Background: an optimization exercise with open tools, aiming at small area, a short achievable clock period and few clock cycles. Do not read the settings as production practice. Only simulation tests tie the RTL to the original design; equivalence was not proved. No activity file was given, so power comes from the tool's default toggle rates.

Setup of job 233:
Design fcodec, start of the top module:
module fcodec (
    input  wire        clk,
    input  wire        rst,
    input  wire        bus_req,
    input  wire        bus_we,
    input  wire [1:0]  bus_size,    
    input  wire [11:0] bus_addr,
    input  wire [31:0] bus_wdata,
    output wire        bus_ready,
    output reg  [31:0] bus_rdata,
    output wire        bus_err
);
    localparam [2:0] OP_NOP = 3'd0, OP_ENCODE = 3'd1, OP_DECODE = 3'd2, OP_VERIFY = 3'd3;
    localparam [3:0] ERR_OK = 4'd0, ERR_NAR = 4'd1, ERR_TRUNC = 4'd2, ERR_ILL = 4'd3;
    localparam [2:0] TAG_NONE = 3'd0, TAG_V = 3'd1, TAG_I = 3'd2, TAG_P = 3'd3,
                     TAG_STR = 3'd4, TAG_UNK = 3'd5;
    function [7:0] sum4;
        input [31:0] w;
        sum4 = w[7:0] + w[15:8] + w[23:16] + w[31:24];
    endfunction
    function prn;
        input [7:0] b;
        prn = (b >= 8'h20) && (b <= 8'h7E);
    endfunction
    function [2:0] pc4;
        input [31:0] w;
        pc4 = {2'd0, prn(w[7:0])} + {2'd0, prn(w[15:8])} +
              {2'd0, prn(w[23:16])} + {2'd0, prn(w[31:24])};
    endfunction
    function [6:0] inc7;
        input [6:0] a;
        integer n;
        begin
            for (n = 0; n < 7; n = n + 1)
                inc7[n] = a[n] ^ (&(a | ~((7'd1 << n) - 7'd1)));
        end
    endfunction
    function lt7;
        input [6:0] a, b;
        integer n;
        reg     eq;
        begin
            lt7 = 1'b0;
            eq  = 1'b1;
            for (n = 6; n >= 0; n = n - 1) begin
                lt7 = lt7 | (eq & !a[n] & b[n]);
                eq  = eq & (a[n] == b[n]);
            end
        end
    endfunction
    function [31:0] below;
        input [31:0] w;
        input [1:0]  n;
        below = w & ((32'd1 << (8 * n)) - 32'd1);
    endfunction
    reg  [2:0]  ctrl_op;
    reg  [1:0]  ctrl_sel;
    reg  [3:0]  st_err;
    reg         st_ok;
  ...
For scale: roughly 18000 cells after synthesis.
==> flow/config.mk <==
export PLATFORM = sky130hd
export DESIGN_NAME = fcodec
export DESIGN_NICKNAME = fcodec
export VERILOG_FILES = /design/flow/design.v
export SDC_FILE = /design/flow/constraint.sdc
export NUM_CORES = 8
export LEC_CHECK = 0
export CAP_MARGIN = 20
export CORE_MARGIN = 2
export CORE_UTILIZATION = 40
export PLACE_DENSITY = 0.5
export SETUP_SLACK_MARGIN = 5
export SLEW_MARGIN = 20
==> flow/constraint.sdc <==
create_clock -name core_clock -period 12.0 [get_ports {clk}]
set_input_delay 2.4000 -clock core_clock [delete_from_list [all_inputs] [get_ports {clk}]]
set_output_delay 2.4000 -clock core_clock [all_outputs]
set_load 0.01 [all_outputs]
standard.sh (not shown) runs the stock make flow with config.mk's settings and CLKGATE_MAP_FILE= SYNTH_SCRIPT=/design/flow/synth_recipe.tcl, a recipe that flattens the netlist after the stock synthesis.
==> flow/flow/run.sh <==
#!/bin/bash
# Layout: the standard ORFS flow (standard.sh), with the bus pins kept
# together on the top edge (flow/io.tcl). ORFS writes each tool's output to
# its own logs (orfs/logs/...); make's output goes to make.log here.
set -euo pipefail
bash standard.sh finish IO_CONSTRAINTS="$PWD/flow/io.tcl" > make.log 2>&1
==> flow/flow/io.tcl <==
# Keep the bus pins together in the middle of the top edge, so that the
# read-data and handshake logic between them stays compact.
set die [ord::get_db_block]
set w [expr {[[$die getDieArea] dx] / [$die getDbUnitsPerMicron]}]
set lo [expr {int($w * 0.35)}]
set hi [expr {int($w * 0.65)}]
set_io_pin_constraint -region top:$lo-$hi -pin_names {bus_req bus_we bus_size[0] bus_size[1] bus_addr[0] bus_addr[1] bus_addr[2] bus_addr[3] bus_addr[4] bus_addr[5] bus_addr[6] bus_addr[7] bus_addr[8] bus_addr[9] bus_addr[10] bus_addr[11] bus_rdata[0] bus_rdata[1] bus_rdata[2] bus_rdata[3] bus_rdata[4] bus_rdata[5] bus_rdata[6] bus_rdata[7] bus_rdata[8] bus_rdata[9] bus_rdata[10] bus_rdata[11] bus_rdata[12] bus_rdata[13] bus_rdata[14] bus_rdata[15] bus_rdata[16] bus_rdata[17] bus_rdata[18] bus_rdata[19] bus_rdata[20] bus_rdata[21] bus_rdata[22] bus_rdata[23] bus_rdata[24] bus_rdata[25] bus_rdata[26] bus_rdata[27] bus_rdata[28] bus_rdata[29] bus_rdata[30] bus_rdata[31] bus_ready bus_err bus_wdata[0] bus_wdata[1] bus_wdata[2] bus_wdata[3] bus_wdata[4] bus_wdata[5] bus_wdata[6] bus_wdata[7] bus_wdata[8] bus_wdata[9] bus_wdata[10] bus_wdata[11] bus_wdata[12] bus_wdata[13] bus_wdata[14] bus_wdata[15] bus_wdata[16] bus_wdata[17] bus_wdata[18] bus_wdata[19] bus_wdata[20] bus_wdata[21] bus_wdata[22] bus_wdata[23] bus_wdata[24] bus_wdata[25] bus_wdata[26] bus_wdata[27] bus_wdata[28] bus_wdata[29] bus_wdata[30] bus_wdata[31]}
Testbench counts of job 233, summed over its fixed seeds: cycles 138,024.
> inputs changed (job 233 -> job 7228)
==> flow/run.sh (new file) <==
#!/bin/bash
# synth_recipe.tcl (not shown) runs the flow's synth.tcl, then flattens the netlist and writes it again
# the make line also repeats each setting of config.mk as NAME=value (left out here)
make -C /OpenROAD-flow-scripts/flow DESIGN_CONFIG=/design/flow/config.mk WORK_HOME=/design/flow/orfs CLKGATE_MAP_FILE= SYNTH_SCRIPT=/design/flow/synth_recipe.tcl finish
removed: flow/flow/run.sh
removed: flow/flow/io.tcl
removed: flow/standard.sh
## What came out
- Of the two values seen for last element of the critical path, bus_rdata[8] was produced by job 7228 and q_tx[13]$_DFF_P_ by job 233.
- Summary of job 7228 over job 233: final area shows an increase of about 0.56%, met3 track demand over resource in global routing saw an increase, global-route wire length before repair fell 15000 um, total power decreased 0.36%, fraction of power consumed by sequential logic has increased.
- Compared job 233 against job 7228; routed via count within noise.
- Going from job 233 to job 7228, number of filler instances in the final layout shrinks by 0.48%.
Inputs modified between job 7228 and job 6045:
- setting CTS_CLUSTER_SIZE to 20 for the first time
- setting CTS_CLUSTER_DIAMETER to 100 for the first time
Notes after the runs:
- Compared to job 7228, job 6045 has reported net switching power about 10% lower.
- Relative to job 7228, the non-clock buffer count measured on job 6045 has increased slightly.
- Reported for job 7228 and job 6045, number of cells traversed by the worst hold path turned out identical to the last digit.
- Between job 7228 and job 6045, the flow reports clock power decreasing by more than a quarter.

## afterwards: timing with drivers on the ports
Ports are ideal in the flow. The routed layouts listed here were re-timed in OpenROAD.
Step 1: set_driving_cell puts a clkbuf_16 on clk and a buf_2 on each other input, an assumption about the parent block.
Step 2 moves the port delays by t, midway between the first and last clock arrival at a register: inputs arrive t later, outputs are due t later. That takes back most of the time a late clock gives input paths.
Three values: no drivers, after step 1, after step 2; two values: the first two.
run	t, ns	setup WS [ns]	latest minus earliest clock arrival (ns)	worst data-port slew with drivers (ns)
job 233	1.327	4.702 / 4.702 / 3.523	0.120 / 0.121	0.28
job 7228	1.317	4.419 / 4.158 / 3.410	0.130 / 0.129	0.52
job 6045	1.253	4.369 / 4.137 / 3.405	0.118 / 0.118	0.51
After both steps setup and hold are still met in every run listed. For job 233, which loses most, drivers alone change the setup slack by 0.000 ns; drivers and shift together by -1.179 ns.
